Context: an optimization exercise on an open-source flow, tuned for small area, a short achievable clock period and few clock cycles. The choices shown serve that exercise and are no tape-out recipe.
Function was checked by simulation only, so behaviour that the tests miss may differ from the original.
No activity file was given, so power comes from the tool's default toggle rates.

== build 60 ==
// sc57
module sc57 (
    input  wire        clk,
    input  wire        rst,      
    input  wire        req,
    input  wire        we,
    input  wire [7:0]  addr,
    input  wire [63:0] wdata,
    output wire        ready,
    output reg         rvalid,
    output reg  [63:0] rdata
);
    localparam [2:0] ST_OK        = 3'd0,
                     ST_BADCODE   = 3'd1,
                     ST_BADXSUM   = 3'd2,
                     ST_RANGE     = 3'd3,
                     ST_ILLEGAL   = 3'd4;
    localparam [2:0] S_IDLE   = 3'd0,
                     S_PACK   = 3'd1,
                     S_XSUM   = 3'd2,
                     S_ENC    = 3'd3,
                     S_DEC    = 3'd5,
                     S_XCHK   = 3'd6,
                     S_UNPK   = 3'd7;
    reg [2:0]  status_code;
    reg [6:0]  tlen;
    reg [7:0]  bufr [0:17];
    reg [7:0]  txt  [0:63];
    reg [63:0] m_matchid;
    reg [63:0] m_resid;
    reg [31:0] m_tvport;
    reg [15:0] x_gap;
    reg [15:0] x_outline;
    reg [7:0]  x_red;
    reg [7:0]  x_green;
    reg [7:0]  x_blue;
    reg [7:0]  x_alpha;
    reg [7:0]  x_splitdist;
    reg [15:0] x_fixedgap;
    reg [7:0]  x_color;
    reg        x_outline_en;
    reg [3:0]  x_inneralpha;
    reg [3:0]  x_outeralpha;
    reg [3:0]  x_splitratio;
    reg [15:0] x_thickness;
    reg [2:0]  x_style;
    reg        x_centerdot;
    reg        x_deployedgap;
    reg        x_alpha_en;
    reg        x_tstyle;
    reg [15:0] x_length;
    reg        x_followrecoil;
    reg [2:0]   state;
    reg         cmd_env;       
    reg         cmd_pay;
  ...
Size: about 9600 cells after synthesis, roughly 1300 flip-flops, ~140 I/O pins, about 99000 µm² of cells after synthesis.
make LEC_CHECK=0 CAP_MARGIN=20 CORE_MARGIN=2 CORE_UTILIZATION=45 PLACE_DENSITY=0.6 SETUP_SLACK_MARGIN=5 SLEW_MARGIN=20 TNS_END_PERCENT=100 finish   # period 12.0 ns
run.sh (not shown) runs the stock make flow with config.mk's settings and CLKGATE_MAP_FILE= SYNTH_SCRIPT=/design/flow/synth_recipe.tcl, a recipe that flattens the netlist after the stock synthesis.
Testbench counts of build 60, summed over its fixed seeds: cycles 34,336.
The following lists how build 23 was set up differently from build 60:
-- flow/design.v --
<<< build 60, line 56
    reg [6:0]   cnt;           
    reg [149:0] w;             
    reg [11:0]  gcar;          
    reg [2:0]   dchr;          
    reg [2:0]   dgrp;          
>>> build 23, line 56
    reg [6:0]   cnt;           
    reg [149:0] w;             
    reg [7:0]   gcar;          
    reg [2:0]   dchr;          
    reg [2:0]   dgrp;          
<<< build 60, line 119
        bufr[12], bufr[13], bufr[14], bufr[15], bufr[16], bufr[17]
    };
    wire [7:0] enc_pos = {1'b0, cnt} + {cnt, 1'b0};    
    wire [2:0] enc_bits = {buf_flat[8'd143 - enc_pos], buf_flat[8'd142 - enc_pos],
                           buf_flat[8'd141 - enc_pos]};
    integer i, ci, ri, gi, ga, gb;
    reg [149:0] w_enc;
    reg [11:0]  gcar_n;
    reg [4:0]   g_act;
    integer s, j, g;
>>> build 23, line 119
        bufr[12], bufr[13], bufr[14], bufr[15], bufr[16], bufr[17]
    };
    wire [7:0] enc_pos = {cnt, 1'b0};                
    wire [1:0] enc_bits = {buf_flat[8'd143 - enc_pos], buf_flat[8'd142 - enc_pos]};
    integer i, ci, ri, gi, ga, gb;
    reg [149:0] w_enc;
    reg [7:0]   gcar_n;
    reg [4:0]   g_act;
    integer s, j, g;
<<< build 60, line 134
        gcar_n = gcar;
        for (g = 0; g < 5; g = g + 1) begin
            for (s = 0; s < 3; s = s + 1) begin
                ec = (g == 0) ? enc_bits[2 - s] : gcar[(g - 1) * 3 + s];
                for (j = g * 5; j < g * 5 + 5; j = j + 1) begin
                    ed  = w_enc[6 * j +: 6];
>>> build 23, line 133
        gcar_n = gcar;
        for (g = 0; g < 5; g = g + 1) begin
            for (s = 0; s < 2; s = s + 1) begin
                ec = (g == 0) ? enc_bits[1 - s] : gcar[(g - 1) * 2 + s];
                for (j = g * 5; j < g * 5 + 5; j = j + 1) begin
                    ed  = w_enc[6 * j +: 6];
<<< build 60, line 146
                    ec = eco;
                end
                if (g < 4) gcar_n[g * 3 + s] = ec;
            end
        end
>>> build 23, line 145
                    ec = eco;
                end
                if (g < 4) gcar_n[g * 2 + s] = ec;
            end
        end
<<< build 60, line 152
    always @(*) begin
        for (ga = 0; ga < 5; ga = ga + 1)
            g_act[ga] = (cnt >= ga) && (cnt < 48 + ga);
    end
    reg [29:0] conv_grp;
>>> build 23, line 151
    always @(*) begin
        for (ga = 0; ga < 5; ga = ga + 1)
            g_act[ga] = (cnt >= ga) && (cnt < 72 + ga);
    end
    reg [29:0] conv_grp;
<<< build 60, line 238
                                cnt  <= 7'd0;
                                w    <= 150'd0;
                                gcar <= 12'd0;
                            end
                        end
>>> build 23, line 237
                                cnt  <= 7'd0;
                                w    <= 150'd0;
                                gcar <= 8'd0;
                            end
                        end
<<< build 60, line 293
                cnt  <= cnt + 7'd1;
                for (gi = 0; gi < 5; gi = gi + 1)
                    if (cnt == 7'd48 + gi)
                        for (i = 0; i < 5; i = i + 1)
                            txt[5 + 6 * gi + i] <= conv_chr[8 * i +: 8];
                if (cnt == 7'd52) begin
                    txt[0]  <= 8'h43;   
                    txt[1]  <= 8'h53;   
>>> build 23, line 292
                cnt  <= cnt + 7'd1;
                for (gi = 0; gi < 5; gi = gi + 1)
                    if (cnt == 7'd72 + gi)
                        for (i = 0; i < 5; i = i + 1)
                            txt[5 + 6 * gi + i] <= conv_chr[8 * i +: 8];
                if (cnt == 7'd76) begin
                    txt[0]  <= 8'h43;   
                    txt[1]  <= 8'h53;   
Findings:
- Comparing global-route usage for build 23 and build 60, the smaller number came from build 60.
- In the tables for build 23 and build 60, worst hold margin reads higher with build 60.
- The overall power after layout in build 23 is 0.41 times that in build 60.
- Cmp build 23 and build 60 / post-route cell area / higher: build 60
- On build 23: number of antenna violations at the first check in global routing is about 7% higher than what build 60 gave.
- Comparing build 23 and build 60, the higher timing-limited maximum frequency is on build 60.
- The lower combinational power share of build 23 and build 60 is in build 23.
- In build 23, post-synthesis cell type count is lower than in build 60.
- Non-filler instance count after layout for build 23 is lower than for build 60.
- [compare] base=build 60 new=build 23: sequential cell area moved down; synthesized area went down by about 9%; multi-input logic area now sits lower.
- Compared with build 60, build 23 shows adder-cell share of the synthesized area lower by 0.29 points.
Testbench counts of build 23, summed over its fixed seeds: cycles 39,712.

==> separate check: timing with driven ports <==
The results above use ideal ports. As a check the final layouts listed here were re-extracted and re-timed, cells and wires unchanged. Step 1 assumes that a clkbuf_16 drives the clock port and a buf_2 every other input. Step 2 times the ports against the registers' clock, not the clock port: input delays grow and output delays shrink by t, the midpoint of the rising clock arrivals with the driver on. Three values: no drivers, after step 1, after step 2; two values: the first two.
run | shift t [ns] | setup WS [ns] | hold slack, ns | slew at the worst register clock pin (ns) | pins driven straight from the clock port
build 60 | 0.941 | 4.864 / 4.773 / 4.064 | 0.483 / 0.483 / 0.483 | 0.07 / 0.07 | 1
build 23 | 0.955 | 4.797 / 4.698 / 4.572 | 0.475 / 0.475 / 0.475 | 0.07 / 0.07 | 1
After both steps every run listed still meets setup and hold. The setup slack of build 60, which loses most, moves by -0.091 ns with the drivers and by -0.800 ns with both steps.
